From an optimization exercise on the open Yosys and OpenROAD flow, aimed at small area; shortcuts taken in it are not production practice.
In this exercise RTL edits were held to simulation tests only and were not proved equivalent to the original.
Power and IR drop assume default switching activity.

File: design.v
module xn_catalog (
    output wire [32*48-1:0] words
);
    assign words[ 0*48 +: 48] = {2'd2, 1'b1, 1'b0, 1'b0, 8'h00, 1'b0, 4'd0, 1'b0, 8'h00, 1'b0, 3'd0, 8'd0, 8'd255, 1'b0};  
    assign words[ 1*48 +: 48] = {2'd3, 1'b0, 1'b1, 1'b1, 8'h40, 1'b1, 4'd0, 1'b0, 8'h00, 1'b0, 3'd0, 8'd0, 8'd255, 1'b1};  
    assign words[ 2*48 +: 48] = {2'd3, 1'b1, 1'b0, 1'b1, 8'h63, 1'b0, 4'd2, 1'b1, 8'h21, 1'b0, 3'd0, 8'd0, 8'd255, 1'b1};  
    assign words[ 3*48 +: 48] = {2'd3, 1'b1, 1'b0, 1'b1, 8'h62, 1'b0, 4'd1, 1'b1, 8'h22, 1'b0, 3'd0, 8'd30, 8'd255, 1'b1};  
    assign words[ 4*48 +: 48] = {2'd3, 1'b1, 1'b0, 1'b1, 8'h62, 1'b0, 4'd1, 1'b1, 8'h23, 1'b0, 3'd0, 8'd0, 8'd29, 1'b1};  
    assign words[ 5*48 +: 48] = {2'd3, 1'b1, 1'b0, 1'b1, 8'hE4, 1'b0, 4'd2, 1'b1, 8'h10, 1'b1, 3'd4, 8'd30, 8'd255, 1'b1};  
    assign words[ 6*48 +: 48] = {2'd3, 1'b1, 1'b0, 1'b1, 8'h52, 1'b0, 4'd1, 1'b0, 8'h00, 1'b0, 3'd0, 8'd0, 8'd29, 1'b1};  
    assign words[ 7*48 +: 48] = {2'd3, 1'b1, 1'b0, 1'b1, 8'h52, 1'b0, 4'd2, 1'b0, 8'h00, 1'b0, 3'd0, 8'd30, 8'd255, 1'b1};  
    assign words[ 8*48 +: 48] = {2'd3, 1'b1, 1'b0, 1'b1, 8'h21, 1'b0, 4'd0, 1'b1, 8'h80, 1'b0, 3'd0, 8'd30, 8'd255, 1'b1};  
    assign words[ 9*48 +: 48] = {2'd3, 1'b1, 1'b0, 1'b1, 8'h21, 1'b0, 4'd1, 1'b0, 8'h00, 1'b0, 3'd0, 8'd0, 8'd29, 1'b1};  
    assign words[10*48 +: 48] = {2'd0, 1'b1, 1'b0, 1'b0, 8'h00, 1'b0, 4'd0, 1'b0, 8'h00, 1'b0, 3'd0, 8'd0, 8'd255, 1'b0};  
    assign words[11*48 +: 48] = {2'd3, 1'b1, 1'b0, 1'b1, 8'hF6, 1'b0, 4'd15, 1'b1, 8'h00, 1'b0, 3'd0, 8'd0, 8'd255, 1'b1};  
    assign words[12*48 +: 48] = {2'd3, 1'b0, 1'b1, 1'b1, 8'h61, 1'b0, 4'd0, 1'b1, 8'h01, 1'b0, 3'd0, 8'd0, 8'd255, 1'b1};  
    assign words[13*48 +: 48] = {2'd3, 1'b0, 1'b1, 1'b1, 8'h61, 1'b0, 4'd0, 1'b1, 8'h00, 1'b0, 3'd0, 8'd0, 8'd255, 1'b1};  
    assign words[14*48 +: 48] = {2'd3, 1'b0, 1'b1, 1'b1, 8'h81, 1'b0, 4'd0, 1'b1, 8'h00, 1'b0, 3'd0, 8'd0, 8'd255, 1'b1};  
    assign words[15*48 +: 48] = {2'd3, 1'b1, 1'b0, 1'b1, 8'h42, 1'b0, 4'd2, 1'b0, 8'h00, 1'b0, 3'd0, 8'd0, 8'd255, 1'b1};  
    assign words[16*48 +: 48] = {2'd3, 1'b1, 1'b0, 1'b1, 8'hE4, 1'b0, 4'd4, 1'b1, 8'h00, 1'b1, 3'd4, 8'd0, 8'd255, 1'b1};  
    assign words[17*48 +: 48] = {2'd3, 1'b1, 1'b0, 1'b1, 8'hE4, 1'b0, 4'd5, 1'b1, 8'h20, 1'b1, 3'd3, 8'd36, 8'd255, 1'b1};  
    assign words[18*48 +: 48] = {2'd3, 1'b1, 1'b0, 1'b1, 8'h70, 1'b1, 4'd0, 1'b0, 8'h00, 1'b0, 3'd0, 8'd0, 8'd255, 1'b1};  
    assign words[19*48 +: 48] = {2'd3, 1'b1, 1'b0, 1'b1, 8'hA0, 1'b1, 4'd0, 1'b1, 8'h55, 1'b0, 3'd0, 8'd0, 8'd255, 1'b1};  
    assign words[20*48 +: 48] = {2'd3, 1'b1, 1'b0, 1'b1, 8'h93, 1'b0, 4'd1, 1'b0, 8'h00, 1'b0, 3'd0, 8'd0, 8'd255, 1'b1};  
    assign words[21*48 +: 48] = {2'd3, 1'b1, 1'b0, 1'b1, 8'h93, 1'b0, 4'd3, 1'b0, 8'h00, 1'b0, 3'd0, 8'd20, 8'd40, 1'b1};  
    assign words[22*48 +: 48] = {2'd3, 1'b1, 1'b0, 1'b1, 8'h94, 1'b0, 4'd2, 1'b1, 8'h01, 1'b0, 3'd0, 8'd0, 8'd40, 1'b1};  
    assign words[23*48 +: 48] = {2'd3, 1'b1, 1'b0, 1'b1, 8'h94, 1'b0, 4'd2, 1'b1, 8'h01, 1'b1, 3'd7, 8'd35, 8'd255, 1'b1};  
    assign words[24*48 +: 48] = {2'd3, 1'b1, 1'b0, 1'b1, 8'h95, 1'b0, 4'd1, 1'b1, 8'h33, 1'b0, 3'd0, 8'd0, 8'd255, 1'b1};  
    assign words[25*48 +: 48] = {2'd3, 1'b1, 1'b0, 1'b1, 8'h95, 1'b0, 4'd2, 1'b0, 8'h00, 1'b0, 3'd0, 8'd0, 8'd255, 1'b1};  
    assign words[26*48 +: 48] = {2'd3, 1'b1, 1'b0, 1'b1, 8'hF5, 1'b0, 4'd15, 1'b0, 8'h00, 1'b0, 3'd0, 8'd0, 8'd255, 1'b1};  
    assign words[27*48 +: 48] = {2'd3, 1'b1, 1'b0, 1'b1, 8'h61, 1'b0, 4'd0, 1'b1, 8'h02, 1'b0, 3'd0, 8'd0, 8'd255, 1'b1};  
    assign words[28*48 +: 48] = {2'd3, 1'b1, 1'b0, 1'b1, 8'h61, 1'b0, 4'd0, 1'b1, 8'h80, 1'b1, 3'd1, 8'd0, 8'd255, 1'b1};  
    assign words[29*48 +: 48] = {2'd3, 1'b1, 1'b0, 1'b1, 8'h63, 1'b0, 4'd2, 1'b1, 8'h10, 1'b1, 3'd4, 8'd20, 8'd255, 1'b1};  
    assign words[30*48 +: 48] = {2'd3, 1'b1, 1'b0, 1'b1, 8'h40, 1'b1, 4'd0, 1'b0, 8'h00, 1'b0, 3'd0, 8'd0, 8'd29, 1'b1};  
    assign words[31*48 +: 48] = {2'd3, 1'b1, 1'b0, 1'b1, 8'h40, 1'b1, 4'd0, 1'b1, 8'hC0, 1'b1, 3'd2, 8'd30, 8'd255, 1'b1};  
endmodule
module xn_decoder #(
    parameter integer TSW      = 16,
    parameter [7:0]   VER_INIT = 8'd30
) (
    input  wire             clk,
    input  wire             rst,
    input  wire             in_valid,
    input  wire [7:0]       in_byte,
    input  wire [TSW-1:0]   in_ts,
    input  wire             ver_wr,
    input  wire [7:0]       ver_wdata,
    input  wire             discard,
    output reg              out_valid,
    output reg              out_ok,
    output reg  [2:0]       out_reason,
    output reg  [7:0]       out_call_raw,
    output reg  [TSW-1:0]   out_call_ts,
    output reg              out_cf_valid,
    output reg  [2:0]       out_kind,
    output reg  [4:0]       out_addr,
    output reg              out_bcast,
    output reg              out_def_valid,
    output reg  [4:0]       out_def,
    output reg              out_hdr_valid,
    output reg  [7:0]       out_hdr,
    output reg              out_id_valid,
    output reg  [7:0]       out_id,
    output reg  [3:0]       out_payload_len,
    output reg  [15*8-1:0]  out_payload,
    output reg              out_checksum_valid,
    output reg  [4:0]       out_raw_len,
    output reg  [18*8-1:0]  out_raw,
    output reg              diag_ambiguous,
    output reg  [2:0]       st,
    output reg  [2:0]       fr
);
    localparam integer NDEF   = 32;
    localparam integer BUFCAP = 18;
    localparam [2:0] S_WAIT_CALL = 3'd0, S_WAIT_HDR = 3'd1, S_WAIT_ID = 3'd2,
                     S_WAIT_DATA = 3'd3, S_EMIT = 3'd5, S_FAIL = 3'd6;
    localparam [2:0] K_SEND = 3'd0, K_RESEND = 3'd1, K_FRAMED = 3'd2,
                     K_BPOLL = 3'd3, K_UNKNOWN = 3'd4;
    localparam [2:0] R_NONE = 3'd0, R_PARITY = 3'd1, R_UNCLASS = 3'd2,
                     R_NOMATCH = 3'd3, R_AMBIG = 3'd4, R_CHECKSUM = 3'd5;
    wire [NDEF*48-1:0] cat;
    xn_catalog u_cat (.words(cat));
    wire [1:0] c_type  [0:NDEF-1];
    wire       c_preq  [0:NDEF-1];
    wire       c_bcast [0:NDEF-1];
    wire       c_hv    [0:NDEF-1];
    wire [7:0] c_hval  [0:NDEF-1];
    wire       c_var   [0:NDEF-1];
    wire [3:0] c_n     [0:NDEF-1];
    wire       c_idv   [0:NDEF-1];
    wire [7:0] c_idval [0:NDEF-1];
    wire [7:0] c_idmsk [0:NDEF-1];
    wire [7:0] c_vmin  [0:NDEF-1];
    wire [7:0] c_vmax  [0:NDEF-1];
    wire       c_ck    [0:NDEF-1];
    genvar g;
    generate
        for (g = 0; g < NDEF; g = g + 1) begin : g_cat
            wire [47:0] w = cat[g*48 +: 48];
            assign c_type[g]  = w[47:46];
            assign c_preq[g]  = w[45];
            assign c_bcast[g] = w[44];
            assign c_hv[g]    = w[43];
            assign c_hval[g]  = w[42:35];
            assign c_var[g]   = w[34];
            assign c_n[g]     = w[33:30];
            assign c_idv[g]   = w[29];
            assign c_idval[g] = w[28:21];
            assign c_idmsk[g] = w[20] ? (8'hFF << (4'd8 - {1'b0, w[19:17]})) : 8'hFF;
            assign c_vmin[g]  = w[16:9];
            assign c_vmax[g]  = w[8:1];
            assign c_ck[g]    = w[0];
        end
    endgenerate
    reg             cf_valid;
    reg  [2:0]      cf_kind;
    reg  [7:0]      cf_raw;
    reg  [TSW-1:0]  cf_ts;
    reg  [NDEF-1:0] cand;
    reg  [BUFCAP*8-1:0] buf_q;    
    reg  [4:0]      len;
    reg  [4:0]      need;
    reg  [7:0]      ver;
    reg             n_cf_valid;
    reg  [2:0]      n_cf_kind;
    reg  [7:0]      n_cf_raw;
    reg  [TSW-1:0]  n_cf_ts;
    reg  [NDEF-1:0] n_cand;
    reg  [BUFCAP*8-1:0] n_buf;
    reg  [4:0]      n_len;
    reg  [4:0]      n_need;
    reg  [7:0]      n_ver;
    reg  [2:0]      n_st;
    reg  [2:0]      n_fr;
    reg             r_valid;
    reg             r_ok;
    reg  [2:0]      r_reason;
    reg  [7:0]      r_call_raw;
    reg  [TSW-1:0]  r_call_ts;
    reg             r_cf_valid;
    reg  [2:0]      r_kind;
    reg             r_def_valid;
    reg  [4:0]      r_def;
    reg             r_hdr_valid;
    reg  [7:0]      r_hdr;
    reg             r_id_valid;
    reg  [7:0]      r_id;
    reg  [3:0]      r_payload_len;
    reg  [15*8-1:0] r_payload;
    reg  [4:0]      r_raw_len;
    reg  [18*8-1:0] r_raw;
    reg  [2:0]      kind;
    reg             pv, bc, class_ok;
    reg  [2:0]      class_fail;
    reg  [NDEF-1:0] c1, c2;
    reg             any_id;
    reg             do_enter, do_process, fail_now;
    reg  [2:0]      fail_reason;
    reg             agree;
    reg             have_f;
    reg  [4:0]      f_common, f_i;
    reg  [5:0]      count;
    reg  [4:0]      sel;
    reg  [7:0]      xsum;
    reg  [3:0]      dl;
    integer         base;
    integer         i, k;
    wire [3:0] hdr_nib = (st == S_WAIT_HDR && !discard) ? in_byte[3:0] : buf_q[3:0];
    wire [4:0] c_flen [0:NDEF-1];
    generate
        for (g = 0; g < NDEF; g = g + 1) begin : g_flen
            assign c_flen[g] = 5'd1 + {4'd0, c_idv[g]}
                             + {1'b0, (c_var[g] ? hdr_nib : c_n[g])}
                             + {4'd0, c_ck[g]};
        end
    endgenerate
    always @(*) begin
        n_cf_valid = cf_valid;
        n_cf_kind  = cf_kind;
        n_cf_raw   = cf_raw;
        n_cf_ts    = cf_ts;
        n_cand     = cand;
        n_buf      = buf_q;
        n_len      = len;
        n_need     = need;
        n_ver      = ver;
        n_st       = st;
        n_fr       = fr;
        r_valid       = 1'b0;
        r_ok          = 1'b0;
        r_reason      = R_NONE;
        r_call_raw    = 8'd0;
        r_call_ts     = {TSW{1'b0}};
        r_cf_valid    = 1'b0;
        r_kind        = 3'd0;
        r_def_valid   = 1'b0;
        r_def         = 5'd0;
        r_hdr_valid   = 1'b0;
        r_hdr         = 8'd0;
        r_id_valid    = 1'b0;
        r_id          = 8'd0;
        r_payload_len = 4'd0;
        r_payload     = {15*8{1'b0}};
        r_raw_len     = 5'd0;
        r_raw         = {18*8{1'b0}};
        kind = K_SEND; pv = 1'b0; bc = 1'b0; class_ok = 1'b0;
        class_fail = R_NONE;
        c1 = {NDEF{1'b0}}; c2 = {NDEF{1'b0}};
        any_id = 1'b0; do_enter = 1'b0; do_process = 1'b0; fail_now = 1'b0;
        fail_reason = R_NONE; agree = 1'b1; have_f = 1'b0;
        f_common = 5'd0; f_i = 5'd0; count = 6'd0; sel = 5'd0; xsum = 8'd0;
        dl = 4'd0; base = 0;
        if (ver_wr)
            n_ver = ver_wdata;
        if (discard) begin
            n_cf_valid = 1'b0;
            n_cand     = {NDEF{1'b0}};
            n_len      = 5'd0;
            n_need     = 5'd0;
            n_fr       = R_NONE;
            n_st       = S_WAIT_CALL;
        end
        if (in_valid) begin
            case (n_st)
                S_WAIT_HDR: begin
                    n_buf[7:0] = in_byte;
                    n_len    = 5'd1;
                    for (i = 0; i < NDEF; i = i + 1)
                        c1[i] = n_cand[i] &
                                (!c_hv[i] ||
                                 ( c_var[i] && (c_hval[i][7:4] == in_byte[7:4])) ||
                                 (!c_var[i] && (c_hval[i] == in_byte)));
                    n_cand = c1;
                    for (i = 0; i < NDEF; i = i + 1)
                        if (c1[i] && c_idv[i]) any_id = 1'b1;
                    if (c1 == {NDEF{1'b0}}) begin
                        fail_now = 1'b1; fail_reason = R_NOMATCH;
                    end else if (any_id) begin
                        n_st = S_WAIT_ID;
                    end else begin
                        do_enter = 1'b1;
                    end
                end
                S_WAIT_ID: begin
                    n_buf[15:8] = in_byte;
                    n_len    = 5'd2;
                    for (i = 0; i < NDEF; i = i + 1)
                        c1[i] = n_cand[i] &
                                (!c_idv[i] || ((in_byte & c_idmsk[i]) == (c_idval[i] & c_idmsk[i])));
                    n_cand = c1;
                    if (c1 == {NDEF{1'b0}}) begin
                        fail_now = 1'b1; fail_reason = R_NOMATCH;
                    end else begin
                        do_enter = 1'b1;
                    end
                end
                S_WAIT_DATA: begin
                    n_buf[n_len*8 +: 8] = in_byte;
                    n_len  = n_len + 5'd1;
                    n_need = n_need - 5'd1;
                    if (n_need == 5'd0)
                        do_process = 1'b1;
                end
                default: begin
                    n_cf_valid = 1'b0;
                    n_cand     = {NDEF{1'b0}};
                    n_len      = 5'd0;
                    n_need     = 5'd0;
                    n_fr       = R_NONE;
                    pv = ^in_byte[6:0];
                    bc = (in_byte[4:0] == 5'd0);
                    class_ok = 1'b1;
                    if      (in_byte[6:5] == 2'b10 && pv)        kind = K_SEND;
                    else if (in_byte[6:5] == 2'b00 && pv && !bc) kind = K_RESEND;
                    else if (in_byte[6:5] == 2'b01 && pv && bc)  kind = K_BPOLL;
                    else if (in_byte[6:5] == 2'b11 && bc)        kind = K_FRAMED;
                    else if (in_byte[6:5] == 2'b11 && pv)        kind = K_FRAMED;
                    else if (in_byte[6:5] == 2'b01 && pv)        kind = K_UNKNOWN;
                    else if (!pv) begin class_ok = 1'b0; class_fail = R_PARITY;  end
                    else          begin class_ok = 1'b0; class_fail = R_UNCLASS; end
                    r_call_raw = in_byte;
                    r_call_ts  = in_ts;
                    if (!class_ok) begin
                        r_valid  = 1'b1;
                        r_reason = class_fail;
                        n_fr     = class_fail;
                        n_st     = S_FAIL;
                    end else begin
                        for (i = 0; i < NDEF; i = i + 1)
                            c1[i] = (c_type[i] == in_byte[6:5]) && (c_bcast[i] == bc) &&
                                    (!c_preq[i] || pv);
                        if (kind == K_FRAMED) begin
                            n_cf_valid = 1'b1;
                            n_cf_kind  = kind;
                            n_cf_raw   = in_byte;
                            n_cf_ts    = in_ts;
                            n_cand     = c1;
                            n_st       = S_WAIT_HDR;
                        end else begin
                            r_valid            = 1'b1;
                            r_ok               = 1'b1;
                            r_cf_valid         = 1'b1;
                            r_kind             = kind;
                            n_st               = S_EMIT;
                        end
                    end
                end
            endcase
            if (do_enter) begin
                c2 = n_cand;
                agree = 1'b1; have_f = 1'b0; f_common = 5'd0;
                for (i = 0; i < NDEF; i = i + 1) begin
                    if (c2[i]) begin
                        f_i = c_flen[i];
                        if (have_f && f_i != f_common) agree = 1'b0;
                        if (!have_f) f_common = f_i;
                        have_f = 1'b1;
                    end
                end
                if (!agree) begin
                    for (i = 0; i < NDEF; i = i + 1)
                        c2[i] = c2[i] && (c_vmin[i] <= n_ver) && (n_ver <= c_vmax[i]);
                    n_cand = c2;
                    agree = 1'b1; have_f = 1'b0; f_common = 5'd0;
                    for (i = 0; i < NDEF; i = i + 1) begin
                        if (c2[i]) begin
                            f_i = c_flen[i];
                            if (have_f && f_i != f_common) agree = 1'b0;
                            if (!have_f) f_common = f_i;
                            have_f = 1'b1;
                        end
                    end
                    if (c2 == {NDEF{1'b0}}) begin
                        fail_now = 1'b1; fail_reason = R_NOMATCH;
                    end else if (!agree) begin
                        fail_now = 1'b1; fail_reason = R_AMBIG;
                    end
                end
                if (!fail_now) begin
                    if (f_common < n_len) begin
                        fail_now = 1'b1; fail_reason = R_NOMATCH;
                    end else if (f_common == n_len) begin
                        do_process = 1'b1;
                    end else begin
                        n_need = f_common - n_len;
                        n_st   = S_WAIT_DATA;
                    end
                end
            end
            if (do_process) begin
                c2 = n_cand;
                for (i = 0; i < NDEF; i = i + 1)
                    c2[i] = c2[i] && (c_vmin[i] <= n_ver) && (n_ver <= c_vmax[i]);
                count = 6'd0; sel = 5'd0;
                for (i = 0; i < NDEF; i = i + 1) begin
                    count = count + {5'd0, c2[i]};
                    if (c2[i]) sel = sel | i[4:0];
                end
                if (count == 6'd0) begin
                    fail_now = 1'b1; fail_reason = R_NOMATCH;
                end else if (count > 6'd1) begin
                    fail_now = 1'b1; fail_reason = R_AMBIG;
                end else begin
                    r_def_valid = 1'b1;
                    r_def       = sel;
                    r_hdr_valid = c_hv[sel];
                    r_hdr       = c_hv[sel] ? n_buf[7:0] : 8'd0;
                    r_id_valid  = c_idv[sel];
                    r_id        = c_idv[sel] ? n_buf[15:8] : 8'd0;
                    dl          = c_var[sel] ? n_buf[3:0] : c_n[sel];
                    base        = c_idv[sel] ? 2 : 1;
                    r_payload_len = dl;
                    for (k = 0; k < 15; k = k + 1)
                        if (k < {28'd0, dl} && base + k < BUFCAP)
                            r_payload[k*8 +: 8] = n_buf[(base + k)*8 +: 8];
                    xsum = 8'd0;
                    for (k = 0; k < BUFCAP; k = k + 1)
                        if (k < {27'd0, n_len}) xsum = xsum ^ n_buf[k*8 +: 8];
                    if (c_ck[sel] && xsum != 8'd0) begin
                        fail_now = 1'b1; fail_reason = R_CHECKSUM;
                    end else begin
                        r_valid    = 1'b1;
                        r_ok       = 1'b1;
                        r_cf_valid = 1'b1;
                        r_kind     = n_cf_kind;
                        r_call_raw = n_cf_raw;
                        r_call_ts  = n_cf_ts;
                        r_raw_len  = n_len;
                        r_raw      = n_buf;
                        n_st = S_EMIT;
                        n_fr = R_NONE;
                    end
                end
            end
            if (fail_now) begin
                r_valid    = 1'b1;
                r_ok       = 1'b0;
                r_reason   = fail_reason;
                r_cf_valid = 1'b1;
                r_kind     = n_cf_kind;
                r_call_raw = n_cf_raw;
                r_call_ts  = n_cf_ts;
                r_raw_len  = n_len;
                r_raw      = n_buf;
                if (fail_reason != R_CHECKSUM) begin
                    r_def_valid   = 1'b0;
                    r_hdr_valid   = 1'b0;
                    r_id_valid    = 1'b0;
                    r_payload_len = 4'd0;
                end
                n_st = S_FAIL;
                n_fr = fail_reason;
            end
            if (r_valid) begin
                n_cf_valid = 1'b0;
                n_cand     = {NDEF{1'b0}};
                n_len      = 5'd0;
                n_need     = 5'd0;
            end
        end
    end
    always @(posedge clk) begin
        if (rst) begin
            st        <= S_WAIT_CALL;
            fr        <= R_NONE;
            cf_valid  <= 1'b0;
            cand      <= {NDEF{1'b0}};
            len       <= 5'd0;
            need      <= 5'd0;
            ver       <= VER_INIT;
            out_valid <= 1'b0;
        end else begin
            st        <= n_st;
            fr        <= n_fr;
            cf_valid  <= n_cf_valid;
            cand      <= n_cand;
            len       <= n_len;
            need      <= n_need;
            ver       <= n_ver;
            out_valid <= r_valid;
        end
    end
    always @(posedge clk) begin
        cf_kind <= n_cf_kind;
        cf_raw  <= n_cf_raw;
        cf_ts   <= n_cf_ts;
        buf_q   <= n_buf;
        if (r_valid) begin
            out_ok             <= r_ok;
            out_reason         <= r_reason;
            out_call_raw       <= r_call_raw;
            out_call_ts        <= r_call_ts;
            out_cf_valid       <= r_cf_valid;
            out_kind           <= r_kind;
            out_addr           <= r_call_raw[4:0];
            out_bcast          <= (r_call_raw[4:0] == 5'd0);
            out_def_valid      <= r_def_valid;
            out_def            <= r_def;
            out_hdr_valid      <= r_hdr_valid;
            out_hdr            <= r_hdr;
            out_id_valid       <= r_id_valid;
            out_id             <= r_id;
            out_payload_len    <= r_payload_len;
            out_payload        <= r_payload;
            out_checksum_valid <= r_ok;
            out_raw_len        <= r_raw_len;
            out_raw            <= r_raw;
            diag_ambiguous     <= (r_reason == R_AMBIG);
        end
    end
endmodule
File: run.sh
#!/bin/bash
# synth_recipe.tcl (not shown) runs the flow's synth.tcl, then flattens the netlist and writes it again
# the make line also repeats each setting of config.mk as NAME=value (left out here)
make -C /OpenROAD-flow-scripts/flow DESIGN_CONFIG=/design/flow/config.mk WORK_HOME=/design/flow/orfs CLKGATE_MAP_FILE= SYNTH_SCRIPT=/design/flow/synth_recipe.tcl finish
File: config.mk
export PLATFORM = sky130hd
export DESIGN_NAME = xn_decoder
export DESIGN_NICKNAME = xn_decoder
export VERILOG_FILES = /design/flow/design.v
export SDC_FILE = /design/flow/constraint.sdc
export NUM_CORES = 4
export LEC_CHECK = 0
export CAP_MARGIN = 20
export CORE_MARGIN = 2
export CORE_UTILIZATION = 40
export SLEW_MARGIN = 20
File: constraint.sdc
create_clock -name core_clock -period 12.0 [get_ports {clk}]
set_input_delay 2.4000 -clock core_clock [delete_from_list [all_inputs] [get_ports {clk}]]
set_output_delay 2.4000 -clock core_clock [all_outputs]
set_load 0.01 [all_outputs]
==> impl_metrics.py <==
metrics = {
    "run_status": {
        "status": "no timing/DRC/antenna violations",
    },
    "routing": {
        "vias": 30200,
        "ant_nets": 0,
        "finalWirelength_um": 146000,
        "wire_per_inst_um": 29.7,
        "drc": 0,
        "post_drt_via_cell_ratio": 6.15,
        "first_iter_violations": 3960,
        "drt-pass1-iter-count": 6,
    },
    "clock_tree": {
        "cts_tree": "yes",
        "cts_sinks": 559,
        "cts_resized": 0,
        "clk_latency_ps": 660,
        "clk_root_buffer_cell": "clkbuf_16",
        "post-cts-setup-buffer-count": 0,
        "cts.clk_slew.worst_paths_ps": 60,
        "h-tree-depth": 2,
        "cts_buffer_depth": 3,
        "cts_hold_buf": 0,
        "numCtsBuffers": 60,
    },
    "layout": {
        "nNetsFinal": 3884,
        "synthToLayoutAreaGrowth_pct": 26.7,
        "nFillCells": 7488,
        "fin_util_pct": 51.1,
        "layout-drive-gt1-share_pct": 12.8,
        "fin_cells": 4912,
        "fin_area_um2": 41800,
    },
    "synth": {
        "synth_top_family_by_area": "compound AO/OA/AOI/OAI gates",
        "synthMuxAreaShare_pct": 5.26,
        "ys_seq_elements": 559,
        "synthFlopType": "edfxtp_1",
        "synth_async_sr_flop_share_pct": 0,
        "synth_edf_count": 502,
        "netlist_instances": 3314,
        "yosys.area_share.adder_pct": 2.69,
        "synth-simple-area-share_pct": 16.3,
        "yosysUniqueCellTypes": 111,
        "yosys.area_share.xor_xnor_pct": 4.01,
        "post_synth.cell_area_avg_um2": 9.95,
        "yosysSeqAreaShare_pct": 49.2,
        "synth_compound_area_share_pct": 17.7,
        "ys_warn_count": 1,
        "netlist_area_um2": 33000,
        "syn_nets": 3407,
    },
    "hold_path": {
        "hold_path_depth": 2,
        "hp-class": "register to register",
    },
    "placement": {
        "dpl.hpwl_um": 111000,
        "place_area_um2": 39600,
        "gp_congestion": 1.06,
        "dp.cells": 4798,
        "portBuffers": 380,
    },
    "floorplan": {
        "dieHeight_um": 291,
        "initial_core_util_pct": 40.3,
        "die-area_um2": 84800,
        "std_cell_rows": 105,
        "coreArea_um2": 81800,
        "die_x_um": 291,
        "design.portCount": 381,
    },
    "pwr": {
        "total_power_mw": 7.87,
        "p_per_area_nw_per_um2": 188,
        "ir_drop_mv": 0.286,
        "power_leakage_nw": 15.7,
    },
    "setup_path": {
        "max_stage_delay_ps": 760,
        "rr_worst_depth": 28,
        "crit_arrival_ps": 11350,
        "path_class": "input port to register",
        "startpoint_type": "input port",
        "critPathMostFrequentCell": "or4_1",
        "required_ps": 12430,
        "cpMaxStageDelayCell": "clkdlybuf4s50_1",
        "crit_path_max_fanout": 12,
        "cp-end-kind": "register",
    },
    "sta": {
        "skew_ps": 35.7,
        "tightestPinTransition_ps": 1290,
        "min_period_ps": 10920,
        "hold_viol": 0,
        "max_freq_mhz": 91.6,
        "min_period_over_period_pct": 91.0,
        "slew-limit-headroom_pct": 14.2,
        "rsz0062_at_grt": "false",
        "setup_viol": 0,
        "slew_viol_final": 0,
    },
    "global_routing": {
        "grt_pass1_vias": 29100,
        "track_usage_pct": 33.4,
        "grt_overflow": 0,
        "grt_pass1_wl_um": 208000,
        "grt_antenna_before_repair": 2,
        "grt_max_degree": 241,
    },
    "flow_run": {
        "cap_violations": 0,
    },
}
[metrics by stage]
stage	setup WS, ps	TNS [ps]	hold slack, ps
after floorplan	-1960	-647630	465
after global placement	501	0	439
after detailed placement	574	0	449
after CTS	1180	0	461
after global routing	718	0	478
final	1080	0	456
[cell type report]
class	count	area, µm²	area share (%)
diodes	1	2.50	0.00599
clock buffers	65	1520	3.64
clock inverters	47	634	1.52
inverters	216	812	1.94
multi-input cells	2347	15500	37.1
flip-flops and latches	559	16200	38.8
well taps	1070	1340	3.20
repair buffers	607	5780	13.8
[cells in the final DEF, fill, tap and decap left out, types with 13 or more instances in the layout]
| cell type | count |
|---|---|
| a22oi_1 | 20 |
| nand2_1 | 173 |
| a22o_1 | 25 |
| and2_1 | 18 |
| nor3_1 | 75 |
| clkbuf_16 | 60 |
| clkdlybuf4s50_1 | 377 |
| nand3_1 | 72 |
| bufinv_16 | 13 |
| clkinv_2 | 14 |
| xor2_1 | 28 |
| or2_2 | 13 |
| o31ai_1 | 21 |
| o21ai_0 | 130 |
| o22ai_1 | 32 |
| a21oi_1 | 169 |
| edfxtp_1 | 502 |
| buf_4 | 205 |
| a211oi_1 | 97 |
| mux2_2 | 30 |
| buf_12 | 22 |
| a21o_1 | 24 |
| and3_1 | 30 |
| nor2b_1 | 13 |
| nand4_1 | 19 |
| dfxtp_1 | 57 |
| nand2b_1 | 24 |
| mux2i_1 | 136 |
| a211oi_2 | 24 |
| o211ai_1 | 26 |
| xnor2_1 | 120 |
| inv_1 | 206 |
| or3_1 | 17 |
| a31oi_1 | 33 |
| nor2_1 | 568 |
| nor4_1 | 28 |
| o21a_1 | 15 |
| ha_1 | 28 |
| a32oi_1 | 23 |
| fa_1 | 25 |
[Yosys cell counts, types with 14 or more instances]
cell / count / area share (%)
xor2_1: 29 / 0.77
xnor2_1: 122 / 3.2
a21oi_1: 175 / 2.7
and2_1: 18 / 0.34
dfxtp_1: 57 / 3.5
fa_1: 25 / 1.5
nor2b_1: 14 / 0.27
a21o_1: 24 / 0.55
nor3_1: 76 / 1.2
mux2_2: 32 / 1.1
nand2_1: 175 / 2.0
o21a_1: 15 / 0.34
nand2b_1: 25 / 0.47
or3_1: 17 / 0.32
nor4_1: 29 / 0.55
o22ai_1: 34 / 0.64
clkbuf_1: 154 / 1.8
edfxtp_1: 502 / 46
a32oi_1: 24 / 0.64
buf_2: 22 / 0.33
ha_1: 31 / 1.2
a211oi_1: 98 / 2.2
a22o_1: 25 / 0.66
a211oi_2: 23 / 0.87
mux2i_1: 136 / 4.1
nor2_1: 570 / 6.5
o21ai_0: 133 / 2.0
a31oi_1: 35 / 0.66
inv_1: 211 / 2.4
o211ai_1: 26 / 0.59
o31ai_1: 24 / 0.55
a22oi_1: 20 / 0.46
nand4_1: 19 / 0.36
and3_1: 31 / 0.59
nand3_1: 73 / 1.1
[report_power, final]
| group | internal, mW | switching [mW] | total (mW) |
|---|---|---|---|
| Clock | 1.20 | 0.850 | 2.05 |
| Sequential | 2.39 | 0.0985 | 2.49 |
| Combinational | 1.19 | 2.14 | 3.33 |
[path summary, 6_finish.rpt]
| check | end | slack [ps] | startpoint |
|---|---|---|---|
| setup / recovery | out_payload[116]$_SDFFCE_PP0P_ | 1080 | discard |
| hold / removal | st[0]$_SDFF_PP0_ | 460 | st[0]$_SDFF_PP0_ |
| setup reg to reg | out_payload[116]$_SDFFCE_PP0P_ | 2920 | st[2]$_SDFF_PP0_ |
| hold reg to reg | st[0]$_SDFF_PP0_ | 460 | st[0]$_SDFF_PP0_ |
[layer usage]
metal,track usage (%),up-vias,part of all wire (%)
li1,-,13200,-
met1,44.0,14800,40
met2,53.7,1795,46
met3,6.04,374,8.9
met4,15.0,2,5.1
met5,0,-,0.0089
[critical path: cells and delay by family]
family | cells | cell delay [ps]
and+or+nand+nor | 13 | 4510
adders and majority gates | 1 | 290
AOI/OAI and AO/OA | 12 | 2920
buffers and inverters | 3 | 1200
[state kept, by name, summed over array words and instances (netlist names), 4 cells and up]
| name | count |
|---|---|
| out_id | 8 |
| out_payload | 120 |
| ver | 8 |
| out_call_ts | 16 |
| out_hdr | 8 |
| buf_q | 144 |
| out_def | 5 |
| cf_raw | 8 |
| out_call_raw | 8 |
| out_payload_len | 4 |
| len | 5 |
| cand | 32 |
| cf_ts | 16 |
| out_raw | 144 |
| need | 5 |
| out_raw_len | 5 |
[cells by family after synthesis]
group	Yosys count
DFF	559
xor gates and xnor gates	151
AOI/OAI and AO/OA	822
and+or+nand+nor	1149
muxes	169
buffers and inverters	408
adders and majority gates	56

## separate check: timing with driven ports
Ports are ideal in the flow. The routed layout listed here was re-timed in OpenROAD.
Step 1 (the two cells are an assumption about what drives the block):
set clk [get_ports {clk}]
set_driving_cell -lib_cell sky130_fd_sc_hd__clkbuf_16 $clk
set_driving_cell -lib_cell sky130_fd_sc_hd__buf_2 [delete_from_list [all_inputs] $clk]
Step 2 times the ports against the registers' clock, not the clock port: input delays grow and output delays shrink by t, the midpoint of the rising clock arrivals with the driver on.
Slacks: ideal / step 1 / step 2; pairs: ideal / step 1.
t (ns): 0.714
slack for setup (ns): 1.081 / 1.121 / 0.407
slew at the worst register clock pin (ns): 0.07 / 0.07
cell pins on the clock port's net: 1
After both steps this run still meets setup and hold. The setup slack of this run moves by +0.040 ns with the drivers and by -0.674 ns with both steps.
